Context: an optimization exercise on an open-source flow, tuned for small area, a short achievable clock period and few clock cycles per item. The choices shown serve that exercise and are no tape-out recipe. RTL that was checked went through simulation tests only; none was proved equivalent to the original.

## fft_butterfly
module fft_butterfly (
    input  wire        clk,
    input  wire        rst,
    input  wire        in_valid,
    output wire        in_ready,
    input  wire [31:0] ur,
    input  wire [31:0] ui,
    input  wire [31:0] vr,
    input  wire [31:0] vi,
    input  wire [31:0] wr,
    input  wire [31:0] wi,
    output reg         out_valid,
    output reg  [31:0] our,
    output reg  [31:0] oui,
    output reg  [31:0] ovr,
    output reg  [31:0] ovi
);
Size in the first run: roughly 18000 cells after synthesis, about 2000 flip-flops, ~0.16 mm^2 of cells after synthesis.
Settings: LEC_CHECK=0, CAP_MARGIN=20, CORE_MARGIN=2, CORE_UTILIZATION=65, PLACE_DENSITY=0.72, SETUP_SLACK_MARGIN=0.5, SLEW_MARGIN=20; clock period 20.0 ns.
standard.sh (not shown) runs the stock make flow with config.mk's settings and CLKGATE_MAP_FILE= SYNTH_SCRIPT=/design/flow/synth_recipe.tcl, a recipe that flattens the netlist after the stock synthesis.
==> flow/flow/run.sh <==
#!/bin/bash
# The standard layout, with every port buffered by a buf_4 instead of the
# flow's default port buffer (a delay cell).  The make run's full output goes
# to flow_make.log in the folder this runs in.
set -euo pipefail
export BUFFER_PORTS_ARGS="-buffer_cell sky130_fd_sc_hd__buf_4"
bash standard.sh > flow_make.log 2>&1
Testbench counts at the start, summed over its fixed seeds: cycles 32,080, items 32,000.
Next try:
Settings changed: CORE_UTILIZATION 65 to 55, PLACE_DENSITY 0.72 to not set.
=> The new run completed without violations. Worst hold slack degrades by 0.0069 ns. Count of clock-buffer cells in the layout climbs by 8. Die area went up by 18%. Routed wire length is higher by 5.7%.

========
fft_butterfly, a different RTL version from the one above (not shown whole).
Size in the first run: ~19,000 cells after synthesis, roughly 170,000 um2 of cells after synthesis.
clock: 20.0 ns
lec_check: 0
cap_margin: 20
core_margin: 2
core_utilization: 40
setup_slack_margin: 0.5
slew_margin: 20
run.sh (not shown) runs the stock make flow with config.mk's settings and CLKGATE_MAP_FILE= SYNTH_SCRIPT=/design/flow/synth_recipe.tcl, a recipe that flattens the netlist after the stock synthesis.
Stock flow here: none of the scripts above is used.
Testbench counts at the start, summed over its fixed seeds: cycles 32,080, items 32,000.
Then changed:
==> flow/flow/run.sh (new file) <==
#!/bin/bash
# The standard layout, with every port buffered by a buf_4 instead of the
# flow's default port buffer (a delay cell).  The make run's full output goes
# to flow_make.log in the folder this runs in.
set -euo pipefail
export BUFFER_PORTS_ARGS="-buffer_cell sky130_fd_sc_hd__buf_4"
bash standard.sh > flow_make.log 2>&1
==> flow/standard.sh (new file) <==
#!/bin/bash
# synth_recipe.tcl (not shown) runs the flow's synth.tcl, then flattens the netlist and writes it again
# the make line also repeats each setting of config.mk as NAME=value (left out here)
make -C /OpenROAD-flow-scripts/flow DESIGN_CONFIG=/design/flow/config.mk WORK_HOME=/design/flow/orfs CLKGATE_MAP_FILE= SYNTH_SCRIPT=/design/flow/synth_recipe.tcl "${@:-finish}"
removed: flow/run.sh
Result:
- first-iteration DRC count went down slightly
- non-clock buffer count went up by 17
- final area went down slightly
- fmax went up by a few percent
- synthesized area stays the same
- count of clock-buffer cells in the layout went up by 10

========
fft_butterfly, a different RTL version from the one above (not shown whole).
Size: roughly 18000 cells after synthesis, roughly 2000 flip-flops, roughly 330 I/O pins, about 0.16 mm2 of cells after synthesis.
Design fft_butterfly, start of the top module:
module fft_butterfly (
    input  wire        clk,
    input  wire        rst,
    input  wire        in_valid,
    output wire        in_ready,
    input  wire [31:0] ur,
    input  wire [31:0] ui,
    input  wire [31:0] vr,
    input  wire [31:0] vi,
    input  wire [31:0] wr,
    input  wire [31:0] wi,
    output reg         out_valid,
    output reg  [31:0] our,
    output reg  [31:0] oui,
    output reg  [31:0] ovr,
    output reg  [31:0] ovi
);
Settings: LEC_CHECK=0, CAP_MARGIN=20, CORE_MARGIN=2, CORE_UTILIZATION=55, SETUP_SLACK_MARGIN=0.5, SLEW_MARGIN=20; clock period 20.0 ns.
standard.sh (not shown) runs the stock make flow with config.mk's settings and CLKGATE_MAP_FILE= SYNTH_SCRIPT=/design/flow/synth_recipe.tcl, a recipe that flattens the netlist after the stock synthesis.
==> flow/flow/run.sh <==
#!/bin/bash
# The standard layout, with every port buffered by a buf_4 instead of the
# flow's default port buffer (a delay cell).  The make run's full output goes
# to flow_make.log in the folder this runs in.
set -euo pipefail
export BUFFER_PORTS_ARGS="-buffer_cell sky130_fd_sc_hd__buf_4"
bash standard.sh > flow_make.log 2>&1
Testbench counts at the start, summed over its fixed seeds: cycles 32,080, items 32,000.
==> next run, changes <==
==> flow/flow/run.sh (replaced) <==
#!/bin/bash
# The standard layout, with every port buffered by a buf_4 instead of the
# flow's default port buffer (a delay cell), and the flip-flops that drive the
# output ports given drive 4 after placement (flow/upsize_io.tcl).  The make
# run's full output goes to flow_make.log in the folder this runs in.
set -euo pipefail
export BUFFER_PORTS_ARGS="-buffer_cell sky130_fd_sc_hd__buf_4"
export POST_RESIZE_TCL="$PWD/flow/upsize_io.tcl"
bash standard.sh > flow_make.log 2>&1
==> flow/flow/upsize_io.tcl (new file) <==
# Give the flip-flops that drive output ports (through their port buffer)
# a stronger drive.
set n 0
set block [ord::get_db_block]
foreach bt [$block getBTerms] {
  if {[$bt getIoType] ne "OUTPUT"} { continue }
  set net [$bt getNet]
  if {$net eq "NULL"} { continue }
  foreach it [$net getITerms] {
    if {![$it isOutputSignal]} { continue }
    set buf [$it getInst]
    if {![string match "*buf*" [[$buf getMaster] getName]]} { continue }
    foreach bi [$buf getITerms] {
      if {![$bi isInputSignal]} { continue }
      set n2 [$bi getNet]
      if {$n2 eq "NULL"} { continue }
      foreach d [$n2 getITerms] {
        if {![$d isOutputSignal]} { continue }
        set ff [$d getInst]
        if {[[$ff getMaster] getName] eq "sky130_fd_sc_hd__dfxtp_1"} {
          replace_cell [$ff getName] sky130_fd_sc_hd__dfxtp_4
          incr n
        }
      }
    }
  }
}
puts "upsize_io: resized $n output flip-flops"
Outcome: Wire length went up by about 0.3%; final cell count stays flat; setup slack is worse by 0.035 ns.

========
lane 1:
fft_butterfly, a different RTL version from the one above (not shown whole).
Size: roughly 2000 flip-flops, roughly 160000 um^2 of cells after synthesis.
==> flow/config.mk <==
export PLATFORM = sky130hd
export DESIGN_NAME = fft_butterfly
export DESIGN_NICKNAME = fft_butterfly
export VERILOG_FILES = /design/flow/design.v
export SDC_FILE = /design/flow/constraint.sdc
export NUM_CORES = 8
export LEC_CHECK = 0
export CAP_MARGIN = 20
export CORE_MARGIN = 2
export CORE_UTILIZATION = 55
export SETUP_SLACK_MARGIN = 0.5
export SLEW_MARGIN = 20
==> flow/constraint.sdc <==
create_clock -name core_clock -period 20.0 [get_ports {clk}]
set_input_delay 4.0000 -clock core_clock [delete_from_list [all_inputs] [get_ports {clk}]]
set_output_delay 4.0000 -clock core_clock [all_outputs]
set_load 0.01 [all_outputs]
==> flow/flow/run.sh <==
#!/bin/bash
# The standard layout, with every port buffered by a buf_4 instead of the
# flow's default port buffer (a delay cell).  The make run's full output goes
# to flow_make.log in the folder this runs in.
set -euo pipefail
export BUFFER_PORTS_ARGS="-buffer_cell sky130_fd_sc_hd__buf_4"
bash standard.sh > flow_make.log 2>&1
Lane 1 | status: complete | timing, DRC, antenna: pass
#### Input delta (lane 2 over lane 1)
Settings: CORE_UTILIZATION now 65, was 55; PLACE_DENSITY now 0.72, previously not set.
### Flow results
In the flow results for lane 1 and lane 2, the smallest setup slack after layout is smaller on lane 2.
Endpoint of the most critical setup path: slow$_SDFF_PP0_ -> lane 2, s6_mx[0]$_SDFF_PN0_ -> lane 1
Lane 2 vs lane 1 on core utilization: lane 2 is the higher one.
Lane 2 reports its slowest cell on the critical path as sky130_fd_sc_hd__o31ai_1 while lane 1 reports sky130_fd_sc_hd__a21o_2.
[lane 2] transition at the pin with the smallest max-transition slack rose 0.058 ns relative to lane 1
No functional check of the RTL was part of any run of this note.

========
## the baseline
Another version of the RTL of fft_butterfly (not shown whole).
Size: ~19000 cells after synthesis, roughly 2000 flip-flops.
==> flow/config.mk <==
export PLATFORM = sky130hd
export DESIGN_NAME = fft_butterfly
export DESIGN_NICKNAME = fft_butterfly
export VERILOG_FILES = /design/flow/design.v
export SDC_FILE = /design/flow/constraint.sdc
export NUM_CORES = 8
export LEC_CHECK = 0
export CAP_MARGIN = 20
export CORE_MARGIN = 2
export CORE_UTILIZATION = 40
export SETUP_SLACK_MARGIN = 0.5
export SLEW_MARGIN = 20
==> flow/constraint.sdc <==
create_clock -name core_clock -period 20.0 [get_ports {clk}]
set_input_delay 4.0000 -clock core_clock [delete_from_list [all_inputs] [get_ports {clk}]]
set_output_delay 4.0000 -clock core_clock [all_outputs]
set_load 0.01 [all_outputs]
Scripts as last shown in full above: flow/flow/run.sh
The baseline completed every stage of the flow, and the final layout passed the timing, DRC and antenna checks.
> inputs changed (the baseline -> the candidate)
Settings: CORE_UTILIZATION now 55, was 40.
Findings:
- Re final non-filler cell area: the baseline was higher than the candidate.
- Compared to the baseline, the candidate shows a wider setup margin.
Function was not checked in any run of this note: the RTL went through the layout flow alone.

========
pine:
fft_butterfly, a different RTL version from the one above (not shown whole).
Size: roughly 19,000 cells after synthesis, roughly 2,000 flip-flops, roughly 330 I/O pins.
Design fft_butterfly, start of the top module:
module fft_butterfly (
    input  wire        clk,
    input  wire        rst,
    input  wire        in_valid,
    output wire        in_ready,
    input  wire [31:0] ur,
    input  wire [31:0] ui,
    input  wire [31:0] vr,
    input  wire [31:0] vi,
    input  wire [31:0] wr,
    input  wire [31:0] wi,
    output reg         out_valid,
    output reg  [31:0] our,
    output reg  [31:0] oui,
    output reg  [31:0] ovr,
    output reg  [31:0] ovi
);
export LEC_CHECK = 0
export CAP_MARGIN = 20
export CORE_MARGIN = 2
export CORE_UTILIZATION = 65
export PLACE_DENSITY = 0.72
export SETUP_SLACK_MARGIN = 0.5
export SLEW_MARGIN = 20
create_clock -name core_clock -period 20.0 [get_ports {clk}]
Scripts as last shown in full above: flow/flow/run.sh
pine finished every step from synthesis to the final layout, and the layout passed the timing, DRC and antenna checks.
#### Input delta (oak over pine)
-- flow/config.mk --
<<< pine, line 9
export CORE_MARGIN = 2
export CORE_UTILIZATION = 65
export PLACE_DENSITY = 0.72
export SETUP_SLACK_MARGIN = 0.5
>>> oak, line 9
export CORE_MARGIN = 2
export CORE_UTILIZATION = 55
export SETUP_SLACK_MARGIN = 0.5
## What came out
Final critical-path share of the clock period: oak and pine compared, lower one is pine. Compared with pine, oak shows a lower worst setup slack. Higher worst clock skew on the final layout was reported by pine, not oak. Compared with pine, oak shows a higher depth of the critical timing path with buffers and inverters included.
No functional check of the RTL was part of any run of this note.

[what the ideal ports hide]
No port has a modelled driver above. Below, the same layouts with a new extraction and two added sets of constraints.
Step 1: set_driving_cell puts a clkbuf_16 on clk and a buf_2 on each other input, an assumption about the parent block.
Step 2 adds t to the input delays and takes it off the output delays; t is the mean of the earliest and latest rising clock arrival at the registers after step 1. Input paths then give back, and output paths get back, about the clock's delay inside the block.
Slacks: ideal / step 1 / step 2; pairs: ideal / step 1.
run | shift t [ns] | setup slack, ns | hold WS [ns] | latest minus earliest clock arrival (ns) | worst register clock-pin slew, ns
the first run of note 1 | 0.987 | 14.507 / 14.391 / 14.009 | 0.298 / 0.298 / 0.298 | 0.099 / 0.099 | 0.08 / 0.08
the second run of note 1 | 1.023 | 14.558 / 14.448 / 14.040 | 0.292 / 0.292 / 0.292 | 0.081 / 0.080 | 0.07 / 0.07
the first run of note 2 | 1.066 | 13.612 / 13.499 / 12.648 | 0.284 / 0.284 / 0.284 | 0.128 / 0.128 | 0.08 / 0.08
the second run of note 2 | 1.067 | 13.988 / 14.060 / 13.013 | 0.279 / 0.279 / 0.279 | 0.134 / 0.134 | 0.07 / 0.07
the first run of note 3 | 1.022 | 14.574 / 14.463 / 14.019 | 0.321 / 0.321 / 0.321 | 0.081 / 0.081 | 0.07 / 0.07
the second run of note 3 | 1.027 | 14.539 / 14.487 / 13.952 | 0.320 / 0.320 / 0.320 | 0.085 / 0.084 | 0.07 / 0.07
lane 1 | 1.002 | 13.910 / 13.910 / 13.572 | 0.284 / 0.284 / 0.284 | 0.102 / 0.101 | 0.08 / 0.08
lane 2 | 0.980 | 13.869 / 13.954 / 12.974 | 0.309 / 0.309 / 0.309 | 0.047 / 0.046 | 0.07 / 0.07
the baseline | 1.061 | 13.969 / 13.969 / 13.461 | 0.301 / 0.301 / 0.301 | 0.149 / 0.149 | 0.09 / 0.09
the candidate | 1.047 | 14.382 / 14.262 / 14.018 | 0.312 / 0.312 / 0.312 | 0.096 / 0.096 | 0.07 / 0.07
pine | 0.948 | 14.261 / 14.341 / 13.393 | 0.274 / 0.274 / 0.274 | 0.105 / 0.106 | 0.07 / 0.07
oak | 1.013 | 14.107 / 14.107 / 13.323 | 0.284 / 0.284 / 0.284 | 0.090 / 0.090 | 0.07 / 0.07
After both steps every run listed still meets setup and hold. For the second run of note 2, which loses most, drivers alone change the setup slack by +0.072 ns; drivers and shift together by -0.975 ns.
